From an optimization exercise on the open Yosys and OpenROAD flow, aimed at small area, a short achievable clock period and few clock cycles per item; shortcuts taken in it are not production practice.
Only simulation tests tie the RTL to the original design; equivalence was not proved.

## bme280_comp
module bme280_comp (
    input  wire         clk,
    input  wire         rst,         
    input  wire         cal_load,    
    input  wire [207:0] cal1,        
    input  wire [55:0]  cal2,        
    input  wire         start,       
    input  wire [63:0]  raw,         
    output wire         ready,
    output reg          done,
    output reg          err,
    output wire [31:0]  temp,
    output wire [31:0]  t_fine,
    output wire [31:0]  press,
    output wire [31:0]  hum
);
For scale: ~8700 cells after synthesis, about 460 I/O pins, about 83000 µm² of cells after synthesis.
export LEC_CHECK = 0
export CAP_MARGIN = 20
export CORE_MARGIN = 2
export CORE_UTILIZATION = 30
export PLACE_DENSITY = 0.5
export SLEW_MARGIN = 20
create_clock -name core_clock -period 18.0 [get_ports {clk}]
run.sh (not shown) runs the stock make flow with config.mk's settings and CLKGATE_MAP_FILE= SYNTH_SCRIPT=/design/flow/synth_recipe.tcl, a recipe that flattens the netlist after the stock synthesis.
Testbench counts at the start, summed over its fixed seeds: cycles 11,808, samples 512.
Edit:
--- a/flow/design.v
+++ b/flow/design.v
@@ -86,21 +86,22 @@
         mA = 64'd0;
         if (sNar) mA = mA | sx28(nar);
         if (sAS2) mA = mA | S2;
         if (st[I_DA])  mA = mA | {{8{R[63]}}, R[63:8]};
         if (st[I_DB])  mA = mA | {{20{P12[31]}}, P12, 12'd0};
         if (st[I_N])   mA = mA | R;
         if (st[I_PT])  mA = mA | PA;
         if (sAQ) mA = mA | Q;
+        if (st[I_PW1]) mA = mA | {S2[40:0], 23'd0};
+        if (st[I_PW2]) mA = mA | {S2[17:0], 46'd0};
         mC = 64'd0;
         if ((st[I_T3] & tfast) | st[I_T4]) mC = mC | {{27{s1c[22]}}, s1c, 14'd0};
         if (st[I_DA])  mC = mC | {1'b0, P1, 47'd0};
         if (sCR)       mC = mC | R;
-        if (st[I_PW1] | st[I_PW2]) mC = mC | {R[40:0], 23'd0};    
         if (st[I_Y2])  mC = mC | {{31{P5[15]}}, P5, 17'd0};
         if (st[I_M])   mC = mC | {{11{K[21]}}, K, 31'd0};
         if (st[I_H2])  mC = mC | {{30{RH[19]}}, RH, 14'd0};
         if (st[I_H5])  mC = mC | {{27{S2[63]}}, S2[63:42], 15'd0};
         if (st[I_H6])  mC = mC | {{27{H2[15]}}, H2, 21'd8192};
         if (st[I_H10]) mC = mC | {{32{V[31]}}, V};
         if (st[I_PS])  mC = mC | {{17{P7[15]}}, P7, 31'd0};
         mNeg = mneg_r | (sPW & zq);
@@ -163,19 +164,19 @@
         if (nx[I_N])   bn = bn | 24'd3125;
         if (nx[I_H2] | nx[I_H3] | nx[I_H4]) bn = bn | {S1[22], S1[22:0]};
         if (nx[I_H5])  bn = bn | {{2{S2[63]}}, S2[63:42]};
         if (nx[I_H6])  bn = bn | {{8{H2[15]}}, H2};
         if (nx[I_H7])  bn = bn | {{7{S2[16]}}, S2[16:0]};
         if (nx[I_H9])  bn = bn | {16'd0, H1};
         if (nx[I_PT])  bn = bn | {{8{P9[15]}}, P9};
         if (nx[I_PS])  bn = bn | {4'd0, P8[15] ? 4'b0111 : 4'b1000, P8};
-        if (nx[I_PW])  bn = bn | (pw_fit ? PA[23:0] : {{6{PA[63]}}, PA[63:46]});
+        if (nx[I_PW])  bn = bn | (pw_fit ? PA[23:0] : {1'b0, PA[22:0]});
         if (nx[I_PW1]) bn = bn | {1'b0, PA[45:23]};
-        if (nx[I_PW2]) bn = bn | {1'b0, PA[22:0]};
+        if (nx[I_PW2]) bn = bn | {{6{PA[63]}}, PA[63:46]};
     end
     reg  [30:0] rr;
     reg  [63:0] qq;
     reg  [32:0] r4, t1, t2, t3;
     integer k;
     always @(*) begin
         if (dsh) begin
             rr = {3'd0, Q[63:36]};
@@ -294,19 +295,19 @@
             end
         end
         R  <= mac;
         BR <= nx[I_H8] ? {{7{mac[31]}}, mac[31:15]} : bn;    
         sNar <= nx[I_P12] | nx[I_T1] | nx[I_T2] | nx[I_T3] | nx[I_T4] | nx[I_Y1] |
                 nx[I_Y2] | nx[I_H2] | nx[I_H3] | nx[I_H4] | nx[I_H5] | nx[I_H6] |
                 nx[I_H7] | nx[I_H8] | nx[I_H9] | nx[I_H10];
         sR14 <= nx[I_T4] | nx[I_H7];
-        sAS2 <= nx[I_W] | nx[I_M] | nx[I_PW] | nx[I_PW1] | nx[I_PW2];
+        sAS2 <= nx[I_W] | nx[I_M] | nx[I_PW];
         sAQ  <= nx[I_PS] | nx[I_FIX];
-        sCR  <= nx[I_DB];
+        sCR  <= nx[I_DB] | nx[I_PW1] | nx[I_PW2];
         sPW  <= nx[I_PT] | nx[I_PW] | nx[I_PW1] | nx[I_PW2];
         mneg_r <= nx[I_M] | nx[I_H2] | nx[I_H10] | nx[I_FIX] | (nx[I_PS] & qneg);
         if (st[I_P12]) P12 <= mac[31:0];
         if (st[I_T1])  S1 <= mac;
         if (st[I_T3] | st[I_T4]) X <= mac[36:14];
         if (st[I_Y1])  begin S2 <= mac; S1[22:0] <= X + 23'd51200; end
         if (st[I_DB])  D  <= mac[63:33];
         if (st[I_Y2])  begin S2 <= mac; D <= (D ^ {31{D[30]}}) + {30'd0, D[30]}; dneg <= D[30]; end
Wire length climbs by 0.79%.
Core utilization drops by 0.15 points.
Worst setup slack loses 0.74 ns.
Cell area climbs by 0.44%.
Testbench counts after the change, summed over its fixed seeds: cycles 11,808, samples 512.

[re-timing with driven ports]
How much do the figures lean on ideal ports? The routed layouts below were timed once more, with nothing changed but the port constraints. Step 1 assumes that a clkbuf_16 drives the clock port and a buf_2 every other input. Step 2 times the ports against the registers' clock, not the clock port: input delays grow and output delays shrink by t, the midpoint of the rising clock arrivals with the driver on. Three values: ideal, step 1, step 2; two values: the first two.
run | t, ns | slack for setup (ns) | latest minus earliest clock arrival (ns)
the first run | 0.834 | 6.563 / 6.563 / 6.563 | 0.063 / 0.063
the second run | 0.807 | 5.828 / 5.828 / 5.828 | 0.043 / 0.043
After both steps setup and hold are still met in every run listed.
